What follows belongs to an exercise in optimizing a design on an open flow for a short achievable clock period and few clock cycles; a production flow would make more cautious choices.
In this exercise RTL edits were held to simulation tests only and were not proved equivalent to the original.
Power figures rest on the tool's default switching activity, not on a simulated workload.

File: flow/design.v
module anc_decoder (
    input  wire        clk,
    input  wire        rst,
    input  wire        in_valid,
    output wire        in_ready,
    input  wire [31:0] in_data,
    input  wire        in_last,
    output reg         out_valid,
    output reg  [2:0]  out_kind,
    output reg  [31:0] out_data,
    output reg  [2:0]  out_nbytes,
    output reg  [3:0]  out_bad
);
    localparam [2:0] K_PHDR = 3'd1,
                     K_MHDR = 3'd2,
                     K_MID  = 3'd3,
                     K_UDW  = 3'd4,
                     K_MEND = 3'd5,
                     K_PEND = 3'd6;
    localparam integer ROWS  = 5;
    localparam integer DEPTH = 4 * ROWS;
    localparam integer THR   = DEPTH - 3 * 4;
    localparam integer EW = 42;
    integer i, j, m;
    reg         rst_r;
    always @(posedge clk)
        rst_r <= rst;
    function [1:0] parity_pair;
        input [7:0] x;
        begin
            parity_pair = {^x, ~^x};
        end
    endfunction
    reg         in_ready_r;
    reg  [31:0] a_d;
    reg         a_l;
    reg         a_v;
    assign in_ready = in_ready_r;
    always @(posedge clk) begin
        a_d <= in_data;
        a_l <= in_last;
        a_v <= in_valid && in_ready_r;
    end
    reg  [4:0]  st;
    wire        st_ph = st[0];
    wire        st_m0 = st[1];
    wire        st_m1 = st[2];
    wire        st_mw = st[3];
    wire        st_dn = st[4];
    reg  [4:0]  ph;           
    reg  [5:0]  rem_hi;
    reg  [1:0]  rem_lo;
    reg         csd;          
    reg  [7:0]  msg_left;
    reg  [31:0] b_prev;
    wire        n4       = ph[0];                       
    wire        hi0      = (rem_hi == 6'd0);
    wire        hi1      = (rem_hi == 6'd1);
    wire        rem_lt_n = hi0 && (n4 || rem_lo != 2'd3);
    wire        rem_le_n = rem_lt_n || (n4 ? (hi1 && rem_lo == 2'd0)
                                           : (hi0 && rem_lo == 2'd3));
    wire        cs_here  = st_mw && !csd && rem_lt_n;
    wire        pad_nxt  = cs_here && n4 && (rem_lo == 2'd3);
    wire        last_w   = st_mw && (csd || (cs_here && !pad_nxt));
    wire        msg_one  = (msg_left == 8'd1);
    wire        cnt0     = (a_d[31:24] == 8'd0);
    wire        pay_end  = (st_ph && cnt0) || (last_w && msg_one);
    wire        in_udw   = st_mw && !csd;
    wire [3:0]  b_mask;
    assign b_mask[0] = in_udw && !(hi0 && rem_lo == 2'd0);
    assign b_mask[1] = in_udw && !(hi0 && rem_lo[1] == 1'b0);
    assign b_mask[2] = in_udw && !(hi0 && rem_lo != 2'd3);
    assign b_mask[3] = in_udw && !hi0 && n4;
    wire [3:0]  b_csoh;
    assign b_csoh[0] = cs_here && (rem_lo == 2'd0);
    assign b_csoh[1] = cs_here && (rem_lo == 2'd1);
    assign b_csoh[2] = cs_here && (rem_lo == 2'd2);
    assign b_csoh[3] = cs_here && (rem_lo == 2'd3);
    wire        hi_dec  = n4 || (rem_lo != 2'd3);
    reg  [5:0]  hi_m1;
    always @(*)
        for (i = 0; i < 6; i = i + 1)
            hi_m1[i] = rem_hi[i] ^ ~|(rem_hi & ((6'd1 << i) - 6'd1));
    reg  [7:0]  ml_m1;
    always @(*)
        for (i = 0; i < 8; i = i + 1)
            ml_m1[i] = msg_left[i] ^ ~|(msg_left & ((8'd1 << i) - 8'd1));
    wire [63:0] win = {b_prev, a_d};
    reg  [9:0]  b_f [0:3];
    always @(*) begin
        for (j = 0; j < 4; j = j + 1) begin
            b_f[j] = ({10{ph[0]}} & win[63 - 24 - 10 * j -: 10])
                   | ({10{ph[1]}} & win[63 - 32 - 10 * (j % 3) -: 10])
                   | ({10{ph[2]}} & win[63 - 30 - 10 * (j % 3) -: 10])
                   | ({10{ph[3]}} & win[63 - 28 - 10 * (j % 3) -: 10])
                   | ({10{ph[4]}} & win[63 - 26 - 10 * (j % 3) -: 10]);
        end
    end
    reg         c_v;
    reg  [4:0]  c_k;          
    reg  [31:0] c_cur;
    reg  [9:0]  c_f [0:3];
    reg  [3:0]  c_mask, c_csoh;
    reg         c_mend, c_pend, c_trunc, c_trail, c_flush;
    always @(posedge clk) begin
        if (rst_r) begin
            st  <= 5'b00001;
            csd <= 1'b0;
            c_v <= 1'b0;
        end else begin
            c_v <= a_v;
            if (a_v) begin
                b_prev <= a_d;
                if (st_ph)
                    msg_left <= a_d[31:24];
                if (last_w)
                    msg_left <= ml_m1;
                if (st_m1) begin
                    rem_hi <= a_d[9:4];
                    rem_lo <= a_d[3:2];
                    csd    <= 1'b0;
                    ph     <= 5'b00100;
                end
                if (st_mw) begin
                    if (hi_dec)
                        rem_hi <= hi_m1;
                    if (!n4)
                        rem_lo <= rem_lo + 2'd1;
                    ph <= {ph[3:0], ph[4]};
                    if (pad_nxt)
                        csd <= 1'b1;
                end
                if (a_l)
                    st <= 5'b00001;
                else if (st_ph)
                    st <= cnt0 ? 5'b10000 : 5'b00010;
                else if (st_m0)
                    st <= 5'b00100;
                else if (st_m1)
                    st <= 5'b01000;
                else if (st_mw && last_w)
                    st <= msg_one ? 5'b10000 : 5'b00010;
            end
        end
        c_k     <= st;
        c_cur   <= a_d;
        for (j = 0; j < 4; j = j + 1)
            c_f[j] <= b_f[j];
        c_mask  <= b_mask;
        c_csoh  <= b_csoh;
        c_mend  <= last_w;
        c_pend  <= a_l;
        c_trunc <= !pay_end && !st_dn;
        c_trail <= st_dn;
        c_flush <= (in_udw && rem_le_n) || a_l;
    end
    reg  [14:0] wc;           
    wire        c_payw  = c_k[1] | c_k[2] | c_k[3];
    reg  [14:0] wc_p1;
    always @(*)
        for (i = 0; i < 15; i = i + 1)
            wc_p1[i] = wc[i] ^ &(wc | ~((15'd1 << i) - 15'd1));
    wire [14:0] wc_new  = c_k[0] ? 15'd1 : (c_payw ? wc_p1 : wc);
    wire [1:0]  c_ppdc  = parity_pair(c_cur[9:2]);
    reg  [3:0]  lo_oh;
    wire [4:0]  nc_oh = {c_mask[3], c_mask[2] & ~c_mask[3], c_mask[1] & ~c_mask[2],
                         c_mask[0] & ~c_mask[1], ~c_mask[0]};
    reg  [7:0]  tot_oh;
    always @(*) begin
        tot_oh = 8'd0;
        for (i = 0; i < 4; i = i + 1)
            for (j = 0; j < 5; j = j + 1)
                if (lo_oh[i] && nc_oh[j])
                    tot_oh[i + j] = 1'b1;
    end
    wire        ge4   = |tot_oh[7:4];
    wire        u1    = ge4 || (c_flush && !tot_oh[0]);
    wire        u2    = c_flush && |tot_oh[7:5];
    wire [2:0]  u1n   = ge4 ? 3'd4 : {1'b0, tot_oh[3] | tot_oh[2], tot_oh[3] | tot_oh[1]};
    wire [1:0]  u2n   = {tot_oh[7] | tot_oh[6], tot_oh[7] | tot_oh[5]};
    wire [3:0]  lo_nx = c_flush ? 4'b0001 : (tot_oh[3:0] | tot_oh[7:4]);
    wire        isA   = c_k[0] | c_k[1] | c_k[2];
    wire [3:0]  c_ev  = {c_pend, c_mend, u2, isA || u1};
    wire [4:0] c_noh;
    assign c_noh[0] = !c_v || (c_ev == 4'd0);
    assign c_noh[4] = c_v && (&c_ev);
    assign c_noh[1] = c_v && (c_ev == 4'b0001 || c_ev == 4'b0010 ||
                              c_ev == 4'b0100 || c_ev == 4'b1000);
    assign c_noh[3] = c_v && (c_ev == 4'b1110 || c_ev == 4'b1101 ||
                              c_ev == 4'b1011 || c_ev == 4'b0111);
    assign c_noh[2] = !(c_noh[0] | c_noh[1] | c_noh[3] | c_noh[4]);
    reg         d_v;
    reg  [3:0]  d_ev;
    reg         d_isA, d_m1;
    reg  [3:0]  d_lo_oh;
    reg         d_ge4;
    reg  [2:0]  d_u1n;
    reg  [1:0]  d_u2n;
    reg  [7:0]  d_b   [0:3];
    reg  [3:0]  d_bad;
    reg  [8:0]  d_term [0:3];
    reg  [9:0]  d_cs;
    reg         d_cshere;
    reg  [16:0] d_pdata;      
    reg  [2:0]  d_akind;
    reg  [31:0] d_adata;
    reg  [8:0]  d_did, d_sdid, d_dcw;
    always @(posedge clk) begin
        if (rst_r) begin
            d_v   <= 1'b0;
            lo_oh <= 4'b0001;
        end else begin
            d_v <= c_v;
            if (c_v)
                lo_oh <= lo_nx;
        end
        if (c_v)
            wc <= wc_new;
        d_ev    <= (c_v && !rst_r) ? c_ev : 4'd0;
        d_isA   <= isA;
        d_m1    <= c_k[2];
        d_lo_oh <= lo_oh;
        d_ge4   <= ge4;
        d_u1n   <= u1n;
        d_u2n   <= u2n;
        for (j = 0; j < 4; j = j + 1) begin
            d_b[j]    <= c_f[j][7:0];
            d_bad[j]  <= c_mask[j] && (c_f[j][9:8] != parity_pair(c_f[j][7:0]));
            d_term[j] <= c_mask[j] ? {~^c_f[j][7:0], c_f[j][7:0]} : 9'd0;
        end
        d_cs     <= ({10{c_csoh[0]}} & c_f[0]) | ({10{c_csoh[1]}} & c_f[1])
                  | ({10{c_csoh[2]}} & c_f[2]) | ({10{c_csoh[3]}} & c_f[3]);
        d_cshere <= |c_csoh;
        d_pdata  <= c_trunc ? 17'd1 : {wc_new, c_trail, 1'b0};
        d_akind  <= c_k[0] ? K_PHDR : (c_k[1] ? K_MHDR : K_MID);
        d_adata  <= c_k[2] ? {1'b0, (c_cur[11:10] != c_ppdc), c_cur[31:2]}
                           : c_cur;
        d_did    <= c_cur[30:22];
        d_sdid   <= c_cur[20:12];
        d_dcw    <= {c_ppdc[0], c_cur[9:2]};
    end
    reg  [8:0]  lb [0:2];     
    wire [8:0]  nb [0:3];
    assign nb[0] = {d_bad[0], d_b[0]};
    assign nb[1] = {d_bad[1], d_b[1]};
    assign nb[2] = {d_bad[2], d_b[2]};
    assign nb[3] = {d_bad[3], d_b[3]};
    reg  [8:0]  q [0:6];
    always @(*) begin
        for (m = 0; m < 7; m = m + 1) begin
            q[m] = 9'd0;
            if (d_lo_oh[0] && m < 4) q[m] = q[m] | nb[m];
            if (d_lo_oh[1]) q[m] = q[m] | ((m < 1) ? lb[m] : ((m < 5) ? nb[m - 1] : 9'd0));
            if (d_lo_oh[2]) q[m] = q[m] | ((m < 2) ? lb[m] : ((m < 6) ? nb[m - 2] : 9'd0));
            if (d_lo_oh[3]) q[m] = q[m] | ((m < 3) ? lb[m] : nb[m - 3]);
        end
    end
    wire [EW-1:0] ev_u1 = {K_UDW, q[0][7:0], q[1][7:0], q[2][7:0], q[3][7:0],
                           d_u1n, q[0][8], q[1][8], q[2][8], q[3][8]};
    wire [28:0]   ev_u2 = {q[4][7:0], q[5][7:0], q[6][7:0],
                           d_u2n, q[4][8], q[5][8], q[6][8]};
    wire [EW-1:0] ev_a  = {d_akind, d_adata, 3'd0, 4'd0};
    wire [8:0]  p01  = d_term[0] + d_term[1];
    wire [8:0]  p23  = d_term[2] + d_term[3];
    wire [2:0]  badc = {2'b0, d_bad[0]} + {2'b0, d_bad[1]}
                     + {2'b0, d_bad[2]} + {2'b0, d_bad[3]};
    wire [8:0]  init = d_did + d_sdid + d_dcw;
    reg         e_v;
    reg         e_m1;
    reg  [8:0]  e_init, e_p01, e_p23;
    reg  [2:0]  e_badc;
    reg  [9:0]  e_cs;
    reg         e_cshere;
    reg  [3:0]  e_ev;
    reg  [EW-1:0] e_e0;
    reg  [28:0] e_u2;
    reg  [16:0] e_pdata;
    always @(posedge clk) begin
        if (rst_r)
            e_v <= 1'b0;
        else
            e_v <= d_v;
        if (d_v) begin
            if (d_ge4) begin
                lb[0] <= q[4];
                lb[1] <= q[5];
                lb[2] <= q[6];
            end else begin
                lb[0] <= q[0];
                lb[1] <= q[1];
                lb[2] <= q[2];
            end
        end
        e_m1     <= d_m1;
        e_init   <= init;
        e_p01    <= p01;
        e_p23    <= p23;
        e_badc   <= badc;
        e_cs     <= d_cs;
        e_cshere <= d_cshere;
        e_ev     <= rst_r ? 4'd0 : d_ev;
        e_e0     <= d_isA ? ev_a : ev_u1;
        e_u2     <= ev_u2;
        e_pdata  <= d_pdata;
    end
    reg  [8:0]  sum_a, sum_b;
    reg  [7:0]  bad_cnt;
    reg  [9:0]  cs;
    reg  [3:0]  f_ev;
    reg  [EW-1:0] f_e0;
    reg  [28:0] f_u2;
    reg  [16:0] f_pdata;
    always @(posedge clk) begin
        if (e_v) begin
            if (e_m1) begin
                sum_a   <= e_init;
                sum_b   <= 9'd0;
                bad_cnt <= 8'd0;
            end else begin
                sum_a   <= sum_a + e_p01;
                sum_b   <= sum_b + e_p23;
                bad_cnt <= bad_cnt + {5'd0, e_badc};
            end
            if (e_cshere)
                cs <= e_cs;
        end
        f_ev    <= rst_r ? 4'd0 : e_ev;
        f_e0    <= e_e0;
        f_u2    <= e_u2;
        f_pdata <= e_pdata;
    end
    wire [8:0]  sum    = sum_a + sum_b;
    wire [9:0]  cs_exp = {~sum[8], sum};
    reg  [3:0]  h_ev;
    reg  [EW-1:0] h_e0;
    reg  [28:0] h_u2;
    reg  [18:0] h_mend;       
    reg  [16:0] h_pdata;
    always @(posedge clk) begin
        h_ev    <= rst_r ? 4'd0 : f_ev;
        h_e0    <= f_e0;
        h_u2    <= f_u2;
        h_mend  <= {bad_cnt, (cs != cs_exp), cs};
        h_pdata <= f_pdata;
    end
    wire [EW-1:0] fe [0:3];
    assign fe[0] = h_e0;
    assign fe[1] = {K_UDW, h_u2[28:5], 8'd0, 1'b0, h_u2[4:3], h_u2[2:0], 1'b0};
    assign fe[2] = {K_MEND, 13'd0, h_mend, 7'd0};
    assign fe[3] = {K_PEND, 7'd0, h_pdata[16:2], 2'b00, 6'd0, h_pdata[1:0], 7'd0};
    reg  [3:0]      wbank;         
    reg  [ROWS-1:0] wrow;          
    reg  [3:0]      rbank;
    reg  [ROWS-1:0] rrow [0:3];    
    reg  [EW-1:0]   fifo [0:3][0:ROWS-1];
    reg  [DEPTH-1:0] cnt_t;        
    reg  [DEPTH-1:0] res_t;        
    wire            pop = cnt_t[0];
    function [3:0] rot4;
        input [3:0] b;
        input [3:0] by_oh;
        begin
            rot4 = ({4{by_oh[0]}} & b)
                 | ({4{by_oh[1]}} & {b[2:0], b[3]})
                 | ({4{by_oh[2]}} & {b[1:0], b[3:2]})
                 | ({4{by_oh[3]}} & {b[0], b[3:1]});
        end
    endfunction
    reg  [3:0]      h_sel [0:3];
    reg  [ROWS-1:0] h_en  [0:3];
    wire [3:0] wbank_nx;           
    wire [ROWS-1:0] wrow_nx;
    wire [3:0] fpos [0:3];         
    assign fpos[0] = 4'b0001;
    assign fpos[1] = f_ev[0] ? 4'b0010 : 4'b0001;
    assign fpos[2] = (f_ev[0] & f_ev[1]) ? 4'b0100 :
                     (f_ev[0] | f_ev[1]) ? 4'b0010 : 4'b0001;
    assign fpos[3] = (f_ev[0] & f_ev[1] & f_ev[2]) ? 4'b1000 :
                     ((f_ev[0] & f_ev[1]) | (f_ev[0] & f_ev[2]) | (f_ev[1] & f_ev[2])) ? 4'b0100 :
                     (f_ev[0] | f_ev[1] | f_ev[2]) ? 4'b0010 : 4'b0001;
    wire [3:0]      fwrap  = {1'b0, wbank_nx[3], wbank_nx[3] | wbank_nx[2],
                              wbank_nx[3] | wbank_nx[2] | wbank_nx[1]};
    wire [ROWS-1:0] frow_n = {wrow_nx[ROWS-2:0], wrow_nx[ROWS-1]};
    reg  [3:0]    fsel [0:3];
    reg  [3:0]    ftb;
    always @(*) begin
        for (m = 0; m < 4; m = m + 1)
            fsel[m] = 4'd0;
        for (i = 0; i < 4; i = i + 1) begin
            ftb = rot4(wbank_nx, fpos[i]);
            for (m = 0; m < 4; m = m + 1)
                fsel[m][i] = f_ev[i] & ftb[m];
        end
    end
    always @(posedge clk) begin
        for (m = 0; m < 4; m = m + 1) begin
            h_sel[m] <= fsel[m];
            if (rst_r || fsel[m] == 4'd0)
                h_en[m] <= {ROWS{1'b0}};
            else
                h_en[m] <= fwrap[m] ? frow_n : wrow_nx;
        end
    end
    reg  [EW-1:0] bd [0:3];        
    always @(*) begin
        for (m = 0; m < 4; m = m + 1) begin
            bd[m] = {EW{1'b0}};
            for (i = 0; i < 4; i = i + 1)
                bd[m] = bd[m] | ({EW{h_sel[m][i]}} & fe[i]);
        end
    end
    always @(posedge clk) begin
        for (m = 0; m < 4; m = m + 1)
            for (i = 0; i < ROWS; i = i + 1)
                if (h_en[m][i])
                    fifo[m][i] <= bd[m];
    end
    wire [4:0] h_noh;
    assign h_noh[0] = (h_ev == 4'd0);
    assign h_noh[4] = &h_ev;
    assign h_noh[1] = (h_ev == 4'b0001 || h_ev == 4'b0010 ||
                       h_ev == 4'b0100 || h_ev == 4'b1000);
    assign h_noh[3] = (h_ev == 4'b1110 || h_ev == 4'b1101 ||
                       h_ev == 4'b1011 || h_ev == 4'b0111);
    assign h_noh[2] = !(h_noh[0] | h_noh[1] | h_noh[3] | h_noh[4]);
    wire       wrow_adv = h_noh[4]
                        | (h_noh[3] & (wbank[1] | wbank[2] | wbank[3]))
                        | (h_noh[2] & (wbank[2] | wbank[3]))
                        | (h_noh[1] & wbank[3]);
    assign wbank_nx = rot4(wbank, h_noh[3:0]) | ({4{h_noh[4]}} & wbank);
    assign wrow_nx  = wrow_adv ? {wrow[ROWS-2:0], wrow[ROWS-1]} : wrow;
    function [DEPTH-1:0] therm_shift;
        input [DEPTH-1:0] t;
        input [4:0]       add_oh;
        input             dec;
        reg   [DEPTH+4:0] w;
        integer           k;
        begin
            w = {5'b0, t};
            therm_shift = {DEPTH{1'b0}};
            for (k = 0; k < 5; k = k + 1)
                if (add_oh[k])
                    therm_shift = therm_shift
                        | (dec ? (((w << k) | ((1 << k) - 1)) >> 1)
                               : ((w << k) | ((1 << k) - 1)));
        end
    endfunction
    wire [DEPTH-1:0] res_nx = therm_shift(res_t, c_noh, pop);
    always @(posedge clk) begin
        if (rst_r) begin
            wbank <= 4'b0001;
            wrow  <= {{(ROWS-1){1'b0}}, 1'b1};
            rbank <= 4'b0001;
            for (m = 0; m < 4; m = m + 1)
                rrow[m] <= {{(ROWS-1){1'b0}}, 1'b1};
            cnt_t <= {DEPTH{1'b0}};
            res_t <= {DEPTH{1'b0}};
        end else begin
            wbank <= wbank_nx;
            wrow  <= wrow_nx;
            if (pop) begin
                rbank <= {rbank[2:0], rbank[3]};
                for (m = 0; m < 4; m = m + 1)
                    if (rbank[m])
                        rrow[m] <= {rrow[m][ROWS-2:0], rrow[m][ROWS-1]};
            end
            cnt_t <= therm_shift(cnt_t, h_noh, pop);
            res_t <= res_nx;
        end
        in_ready_r <= !rst && (rst_r || !res_nx[THR]);
    end
    reg [EW-1:0] bank_out [0:3];
    reg [EW-1:0] head;
    always @(*) begin
        head = {EW{1'b0}};
        for (m = 0; m < 4; m = m + 1) begin
            bank_out[m] = {EW{1'b0}};
            for (i = 0; i < ROWS; i = i + 1)
                bank_out[m] = bank_out[m] | ({EW{rrow[m][i]}} & fifo[m][i]);
            head = head | ({EW{rbank[m]}} & bank_out[m]);
        end
    end
    always @(posedge clk) begin
        out_valid  <= !rst && !rst_r && pop;
        out_kind   <= head[41:39];
        out_data   <= head[38:7];
        out_nbytes <= head[6:4];
        out_bad    <= head[3:0];
    end
endmodule
File: flow/flow/run.sh
#!/bin/bash
set -euo pipefail
bash standard.sh SETUP_SLACK_MARGIN=5.6 finish > flow_make.log 2>&1
File: flow/standard.sh
#!/bin/bash
# synth_recipe.tcl (not shown) runs the flow's synth.tcl, then flattens the netlist and writes it again
# the make line also repeats each setting of config.mk as NAME=value (left out here)
make -C /OpenROAD-flow-scripts/flow DESIGN_CONFIG=/design/flow/config.mk WORK_HOME=/design/flow/orfs CLKGATE_MAP_FILE= SYNTH_SCRIPT=/design/flow/synth_recipe.tcl "${@:-finish}"
File: flow/config.mk
export PLATFORM = sky130hd
export DESIGN_NAME = anc_decoder
export DESIGN_NICKNAME = anc_decoder
export VERILOG_FILES = /design/flow/design.v
export SDC_FILE = /design/flow/constraint.sdc
export NUM_CORES = 4
export LEC_CHECK = 0
export ABC_CLOCK_PERIOD_IN_PS = 2500
export CAP_MARGIN = 20
export CORE_MARGIN = 2
export CORE_UTILIZATION = 55
export CTS_CLUSTER_DIAMETER = 50
export CTS_CLUSTER_SIZE = 16
export SLEW_MARGIN = 20
export TNS_END_PERCENT = 100
File: flow/constraint.sdc
create_clock -name core_clock -period 8.0 [get_ports {clk}]
set_input_delay 1.6000 -clock core_clock [delete_from_list [all_inputs] [get_ports {clk}]]
set_output_delay 1.6000 -clock core_clock [all_outputs]
set_load 0.01 [all_outputs]
==> results.txt <==
routing by layer:
layer  vias up  global-route usage (%)  routed length (um)
met2      2381                    50.5               87600
met3       415                    5.65               18200
met5         -                       0                  13
met1     20102                    43.1               74400
li1      17742                       -                   -
met4         2                    9.63                5820
synthesized netlist by cell type, drive strengths merged (38+ instances only):
cell and instances:
a21oi 111, nand2 446, nor2b 38, ha 70, a22oi 446, nand3 46
nor2 149, and2 71, o21ai 75, mux2 99, a222oi 264, xnor2 74
buf 47, inv 126, clkbuf 258, edfxtp 947, a21o 45, dfxtp 803
a22o 96
logic make-up (layout without fill, tap and decap cells):
family	count (synthesis)	count (layout)	synth area share, %
flip-flops	1750	1750	70.4
AO/OA/AOI/OAI	1208	1209	15.1
AND/OR/NAND/NOR	862	863	6.19
adder cells (fa/ha/maj)	87	87	1.91
other	0	6	0
XOR/XNOR	105	105	1.47
buffers and inverters	433	628	2.71
multiplexers	127	127	2.21
worst register-to-register path, delay by kind of cell (launching register included):
kind                   cells  cell delay [ns]
buffers and inverters      4             0.61
flip-flops                 1             0.37
AO/OA/AOI/OAI              4             0.88
AND/OR/NAND/NOR            3             0.63
area by class of cell:
cell class	instances	area, sq um	share of cell area (%)
clock inverters	62	607	0.847
flip-flops and latches	1750	44700	62.3
well taps	1512	1890	2.64
multi-input cells	2391	17800	24.8
repair buffers	223	1990	2.78
clock buffers	215	4260	5.94
inverters	128	482	0.672
diodes	6	15.0	0.0209
power groups by stage:
stage	combinational (W)	clock (W)	sequential (W)
2_1_floorplan	0.000176	0	0.00976
3_3_place_gp	0.000253	0	0.00981
3_5_place_dp	0.000255	0	0.00981
4_1_cts	0.000260	0.00733	0.00960
5_1_grt	0.000297	0.00766	0.00961
6_report	0.000270	0.00724	0.00961
worst max-delay path by stage:
stage                              end
after floorplan             h_en[1][0]
after global placement      h_en[1][2]
after detailed placement    h_en[1][0]
after CTS                 out_data[12]
after global routing       out_data[6]
final                      out_kind[1]
flip-flops by register name, summed over array words and instances, names as in the netlist, 19 cells and up:
name,cells
fifo,840
e_e0,42
f_e0,42
h_e0,42
c_f,40
d_term,36
a_d,32
c_cur,32
d_adata,32
d_b,32
out_data,32
e_u2,29
f_u2,29
h_u2,29
lb,27
cnt_t,20
h_en,20
res_t,20
rrow,20
h_mend,19
metrics by stage:
stage / hold WS [ns] / setup WS [ns] / cell area, sq um / power [W]
finish: 0.311 / 5.19 / 71700 / 0.0171
global route: 0.313 / 5.14 / 71700 / 0.0176
CTS: 0.315 / 5.15 / 70900 / 0.0172
detailed placement: 0.312 / 4.20 / 65300 / 0.0101
global placement: 0.310 / 4.26 / 65300 / 0.0101
floorplan: 0.310 / 5.60 / 63200 / 0.00993
placed cells by master, fill, tap and decap left out, types with 26 or more instances in the layout:
cell type and count:
edfxtp_1 947, dfxtp_1 719, a22oi_1 445, nand2_1 444, a222oi_1 264, clkbuf_16 157
nor2_1 143, inv_1 125, buf_4 109, a21oi_1 98, mux2_2 97, a22o_1 96
xnor2_1 72, ha_1 68, and2_1 67, o21ai_0 64, dfxtp_2 56, clkbuf_1 46
a21o_1 44, nand3_1 43, buf_6 39, nor2b_1 36, clkdlybuf4s50_1 35, a31oi_1 34
xor2_1 30, dfxtp_4 28, buf_2 27, nor3_1 26
what timing repair did:
item | CTS | global route
gates resized for setup | 311 | 108
pin swaps | 30 | 40
cloned | 3 | 0
setup endpoints to repair | 134 | 99
buffers inserted | 56 | 27
==> out/summary.txt <==
Initial Utilization = 55.4%
Synth Flop Type = edfxtp_1
hold buffer count at CTS = 0
worst hold path class = reg2reg
non-filler instance count after layout = 6,287
drt pass-1 iters = 10
final hold violation count = 0
critical path startpoint category = flip-flop
Synth-to-Final Area Change = 13.3%
Setup crit start = out_kind[1]
Reg2Reg Setup Slack = 5.42 ns
Worst slew margin = 28.5%
Min-Delay Startpoint = e_e0[28]
Residual DRC = 0
CP required = 6.40 ns
register bit total from synthesis = 1,750
H-tree depth = 4
Final TNS setup = 0 ns
clock network power share = 42.3%
clock tree buffer depth = 3
Fillers = 8,701
post-synth top area share = 45.0%
Worst R2R Start = h_ev[3]
CP Max Fanout = 1
row cnt = 124
final wirelength = 186,000 um
Total GRT Usage = 31.2%
switching part of the total = 21.1%
largest net degree at the start of global routing = 72
syn_nets = 4,694
clock-pin slew on the worst setup and hold paths = 0.07 ns
via count = 40,642
IO Pins = 80
Synth area leader = edfxtp_1
Die ar. = 118,000 sq um
global route overflow = 0
mean post-synth cell area = 13.8 sq um
final design utilization = 62.8%
DR iter-0 viols = 5,921
vias in the first global route = 38,481
total CTS buffers = 150
DR vias/cell = 6.46
crit path DAT = 1.21 ns
path length in cells of the critical path = 1
slew at the pin closest to its max-slew limit = 1.07 ns
Top delay family on crit path = flip-flops
dpl hpwl = 104,000 um
slowest stage delay, CP = 0.32 ns
CTS Root Cell = clkbuf_16
max_cap viols = 0
hold endpoint = f_e0[28]
ys async rst share = 0%
PD cells = 239 nW/um^2
final setup vio count = 0
CP cell instances = buf_2
I/O Buffers = 79
CP Class = reg2out
Worst-Skew Late Latency = 0.78 ns
clock sinks = 1,750
placed insts = 5,918
NetSw = 0.00361 W
Clock Skews = 0.0267 ns
initial antenna violation count = 15
Cell Int Power = 0.0135 W
Core ar. = 114,000 sq um
Cells after Synth = 4,572
Final min period = 2.81 ns
Post-synth EDFFs = 947
CTS tree = built
worst vdd ir = 0.217 mV
Slew Limit Fails = 0
post-synth cell types = 97
Leak Pwr = 26.0 nW
RSZ-0062 raised after global routing = yes
Die Span X = 343 um
Nets = 4,766
Seq/Total Area, Yosys = 70.4%
GP Congestion = 0.842
Synth Warn # = 14
Final ANT Viol Nets = 0
post-DR wirelength/cell = 29.6 um
outcome = no timing/DRC/antenna violations
first-pass GRT wire length = 265,000 um
Post-Syn Area = 63,200 sq um
Worst path slowest cell = dfxtp_1
Worst Reg2Reg Path Length in Cells = 11
crit end category = output port
Final period util = 35.1%
Comb pwr share = 1.6%
reg-to-reg endpoint = h_en[1][0]
Reg power frac = 56.1%
floorplan die height = 343 um
share of layout cells above drive strength 1 = 15.2%
hold depth = 0
max frequency = 0.356 GHz
Crit path buffers/inverters = 1
ranking of synthesized cells by area = edfxtp_1 (45%), dfxtp_1 (25%), a22oi_1 (5.3%)
Testbench counts, summed over its fixed seeds: cycles 19,953.

## re-timing with driven ports
Ports are ideal in the flow. The routed layout listed here was re-timed in OpenROAD.
Step 1: set_driving_cell puts a clkbuf_16 on clk and a buf_2 on each other input, an assumption about the parent block.
Step 2, shift: input delay + t, output delay - t, t = (earliest + latest rising clock arrival at the registers) / 2. This alone moves slack from input paths to output paths.
Three values: ideal ports, drivers, drivers and shift; two values: the first two.
t (ns): 0.839
slack for setup (ns): 5.194 / 5.113 / 5.417
clock arrival spread, ns: 0.033 / 0.034
worst slew at a driven data input, ns: 0.05
cell pins on the clock port's net: 1
After both steps this run still meets setup and hold. For this run, drivers alone change the setup slack by -0.081 ns; drivers and shift together by +0.223 ns.
